This design comes from an exercise in tuning for small area and a short achievable clock period on the open sky130 flow, not from production work. RTL that was checked went through simulation tests only; none was proved equivalent to the original. Power and IR drop assume default switching activity.

## raven
// sab_unpack
module sab_unpack (
    input  wire        clk,
    input  wire        rst,
    input  wire        in_valid,
    input  wire [31:0] in_word,
    input  wire [31:0] in_layout,
    output reg         out_valid,
    output reg         out_err,
    output reg  [4:0]  out_width,
    output wire [31:0] out_iqi,
    output wire [31:0] out_iqq,
    output wire [63:0] out_i,
    output wire [63:0] out_q
);
==> flow/config.mk <==
export PLATFORM = sky130hd
export DESIGN_NAME = sab_unpack
export DESIGN_NICKNAME = sab_unpack
export VERILOG_FILES = /design/flow/design.v
export SDC_FILE = /design/flow/constraint.sdc
export NUM_CORES = 4
export LEC_CHECK = 0
export ABC_AREA = 1
export CAP_MARGIN = 20
export CORE_MARGIN = 2
export CORE_UTILIZATION = 60
export CTS_CLUSTER_DIAMETER = 80
export CTS_CLUSTER_SIZE = 40
export SLEW_MARGIN = 20
export TNS_END_PERCENT = 0
==> flow/constraint.sdc <==
create_clock -name core_clock -period 10.5 [get_ports {clk}]
set_input_delay 2.1000 -clock core_clock [delete_from_list [all_inputs] [get_ports {clk}]]
set_output_delay 2.1000 -clock core_clock [all_outputs]
set_load 0.01 [all_outputs]
standard.sh (not shown) runs the stock make flow with config.mk's settings and CLKGATE_MAP_FILE= SYNTH_SCRIPT=/design/flow/synth_recipe.tcl, a recipe that flattens the netlist after the stock synthesis.
==> flow/flow/run.sh <==
#!/bin/bash
set -euo pipefail
S="$PWD/orfs_scripts"
rm -rf "$S"
cp -r "$FLOW_HOME/scripts" "$S"
cp flow/abc_area.script "$S/abc_area.script"
B="BUFFER_PORTS_ARGS=-buffer_cell sky130_fd_sc_hd__buf_1"
bash standard.sh "$B" SCRIPTS_DIR="$S" synth > flow_make_synth.log 2>&1
bash standard.sh "$B" SETUP_SLACK_MARGIN=7.5 cts > flow_make_cts.log 2>&1
bash standard.sh "$B" SETUP_SLACK_MARGIN=7.5 finish > flow_make_finish.log 2>&1
==> flow/flow/abc_area.script <==
strash
dch
map -B 0.9
strash
dch
map -B 0.9
topo
stime -c
buffer -c
upsize -c
dnsize -c
raven was carried through to the last stage, and its layout satisfied the timing, design-rule and antenna checks.
--- input diff raven..yarrow ---
- CTS_CLUSTER_DIAMETER: 80 -> unset
- CTS_CLUSTER_SIZE: 40 -> unset
Findings:
yarrow vs raven, number of buffers inserted by post-CTS setup repair went down by 9. Via count: yarrow worse than raven. On sequential cell count of the final layout, yarrow tracks raven almost exactly. Summary of yarrow over raven: share of the cycle needed by the critical path after routing fell by 0.25 points; overall fraction of global-route tracks in use rose by 0.48 points; maximum operating frequency rose by 0.83%.
The following lists how tundra was set up differently from yarrow:
==> flow/flow/run.sh <==
#!/bin/bash
set -euo pipefail
B="BUFFER_PORTS_ARGS=-buffer_cell sky130_fd_sc_hd__buf_1"
bash standard.sh "$B" SETUP_SLACK_MARGIN=7.5 cts > flow_make_cts.log 2>&1
bash standard.sh "$B" SETUP_SLACK_MARGIN=7.5 finish > flow_make_finish.log 2>&1
removed: flow/flow/abc_area.script
### Flow results
tundra did not stop at any stage, and its layout met the timing, design-rule and antenna checks.
| total design power | lower: yarrow |
On combinational fraction of design power, the lower figure sits with yarrow, not tundra.
yarrow has a higher number of fillers in the final layout than tundra.
When tundra is measured against yarrow, its critical-path maximum fanout turns out 3 lower.

---

lane 1:
Another version of the RTL of sab_unpack (not shown whole).
Size: roughly 2500 cells after synthesis, about 200 flip-flops, ~270 I/O pins, about 15000 sq um of cells after synthesis.
==> flow/config.mk <==
export PLATFORM = sky130hd
export DESIGN_NAME = sab_unpack
export DESIGN_NICKNAME = sab_unpack
export VERILOG_FILES = /design/flow/design.v
export SDC_FILE = /design/flow/constraint.sdc
export NUM_CORES = 4
export LEC_CHECK = 0
export ABC_AREA = 1
export CAP_MARGIN = 20
export CORE_MARGIN = 2
export CORE_UTILIZATION = 40
export SETUP_SLACK_MARGIN = 5
export SLEW_MARGIN = 20
==> flow/constraint.sdc <==
create_clock -name core_clock -period 10.5 [get_ports {clk}]
set_input_delay 2.1000 -clock core_clock [delete_from_list [all_inputs] [get_ports {clk}]]
set_output_delay 2.1000 -clock core_clock [all_outputs]
set_load 0.01 [all_outputs]
==> flow/flow/run.sh <==
#!/bin/bash
# The standard layout, with plain buf_1 cells as the port buffers (instead of
# the default pick) so the I/O paths and the port-buffer area stay small.
set -euo pipefail
bash standard.sh "BUFFER_PORTS_ARGS=-buffer_cell sky130_fd_sc_hd__buf_1" finish > flow_make.log 2>&1
Every stage of the flow completed for lane 1, and the final layout passed the timing, design-rule and antenna checks.
--- input diff lane 1..lane 2 ---
==> flow/flow/run.sh <==
#!/bin/bash
# The standard layout, with plain buf_1 cells as the port buffers (instead of
# the default pick) so the I/O paths and the port-buffer area stay small, and
# timing repair aimed 6 ns below the clock period.
set -euo pipefail
bash standard.sh "BUFFER_PORTS_ARGS=-buffer_cell sky130_fd_sc_hd__buf_1" SETUP_SLACK_MARGIN=6 finish > flow_make.log 2>&1
-- flow/config.mk --
<<< lane 1, line 10
export CORE_MARGIN = 2
export CORE_UTILIZATION = 40
export SETUP_SLACK_MARGIN = 5
export SLEW_MARGIN = 20
>>> lane 2, line 10
export CORE_MARGIN = 2
export CORE_UTILIZATION = 40
export SLEW_MARGIN = 20
[summary]
- Compared with lane 1, in lane 2 core utilization higher; non-clock buffer count higher; via count went up; clock share of power higher.
- Area taken by multi-input logic gates went up by a few percent going from lane 1 to lane 2.
- Design internal power sits higher in lane 2 than in lane 1.
- Between lane 2 and lane 1, it is lane 2 whose number of clock-tree buffers in the layout is higher, by 1.
- met1 usage is higher on lane 2
- Lane 2 against lane 1: detail-routed via count per cell shows no meaningful change, critical path depth now sits lower.
Function was not checked in any run of this note: the RTL went through the layout flow alone.

---

Setup of main:
sab_unpack, a different RTL version from the one above (not shown whole).
For scale: ~3000 cells after synthesis, ~260 flip-flops, roughly 270 I/O pins.
export LEC_CHECK = 0
export ABC_AREA = 1
export CAP_MARGIN = 20
export CORE_MARGIN = 2
export CORE_UTILIZATION = 40
export SLEW_MARGIN = 20
export TNS_END_PERCENT = 0
create_clock -name core_clock -period 10.5 [get_ports {clk}]
==> flow/flow/run.sh <==
#!/bin/bash
set -euo pipefail
B="BUFFER_PORTS_ARGS=-buffer_cell sky130_fd_sc_hd__buf_1"
bash standard.sh "$B" SETUP_SLACK_MARGIN=7.5 cts > flow_make_cts.log 2>&1
bash standard.sh "$B" SETUP_SLACK_MARGIN=5 finish > flow_make_finish.log 2>&1
Relative to main, the following input files were edited for the feature branch:
==> flow/flow/run.sh <==
#!/bin/bash
set -euo pipefail
B="BUFFER_PORTS_ARGS=-buffer_cell sky130_fd_sc_hd__buf_1"
bash standard.sh "$B" SETUP_SLACK_MARGIN=7.5 cts > flow_make_cts.log 2>&1
bash standard.sh "$B" SETUP_SLACK_MARGIN=7.5 finish > flow_make_finish.log 2>&1
Findings:
- The feature branch against main: proportion of cell area spent on the clock network -0.16 points; area of the die ~0 delta; total non-filler cell area in the finished layout +3.4%; slack of the critical path +0.067 ns.
- The delay of the slowest critical-path stage in the feature branch sits 0.26 ns below the value recorded for main.

-- re-timing with driven ports --
The flow's constraints put no driver on any port. The routed layouts listed below were extracted and timed again, unchanged, in two steps. Step 1 assumes that a clkbuf_16 drives the clock port and a buf_2 every other input. Step 2 adds t to the input delays and takes it off the output delays; t is the mean of the earliest and latest rising clock arrival at the registers after step 1. Input paths then give back, and output paths get back, about the clock's delay inside the block. Slacks: ideal / step 1 / step 2; pairs: ideal / step 1.
run	t (ns)	slack for setup (ns)	latest minus earliest clock arrival (ns)
raven	0.560	7.327 / 7.275 / 6.815	0.027 / 0.027
yarrow	0.596	7.353 / 7.299 / 6.820	0.013 / 0.014
tundra	0.604	7.324 / 7.272 / 7.064	0.017 / 0.018
lane 1	0.557	5.385 / 5.409 / 4.852	0.027 / 0.028
lane 2	0.554	6.160 / 6.175 / 5.621	0.017 / 0.018
main	0.619	7.272 / 7.272 / 7.218	0.011 / 0.011
the feature branch	0.619	7.339 / 7.283 / 7.186	0.008 / 0.008
After both steps setup and hold are still met in every run listed. The setup slack of lane 2, which loses most, moves by +0.015 ns with the drivers and by -0.539 ns with both steps.
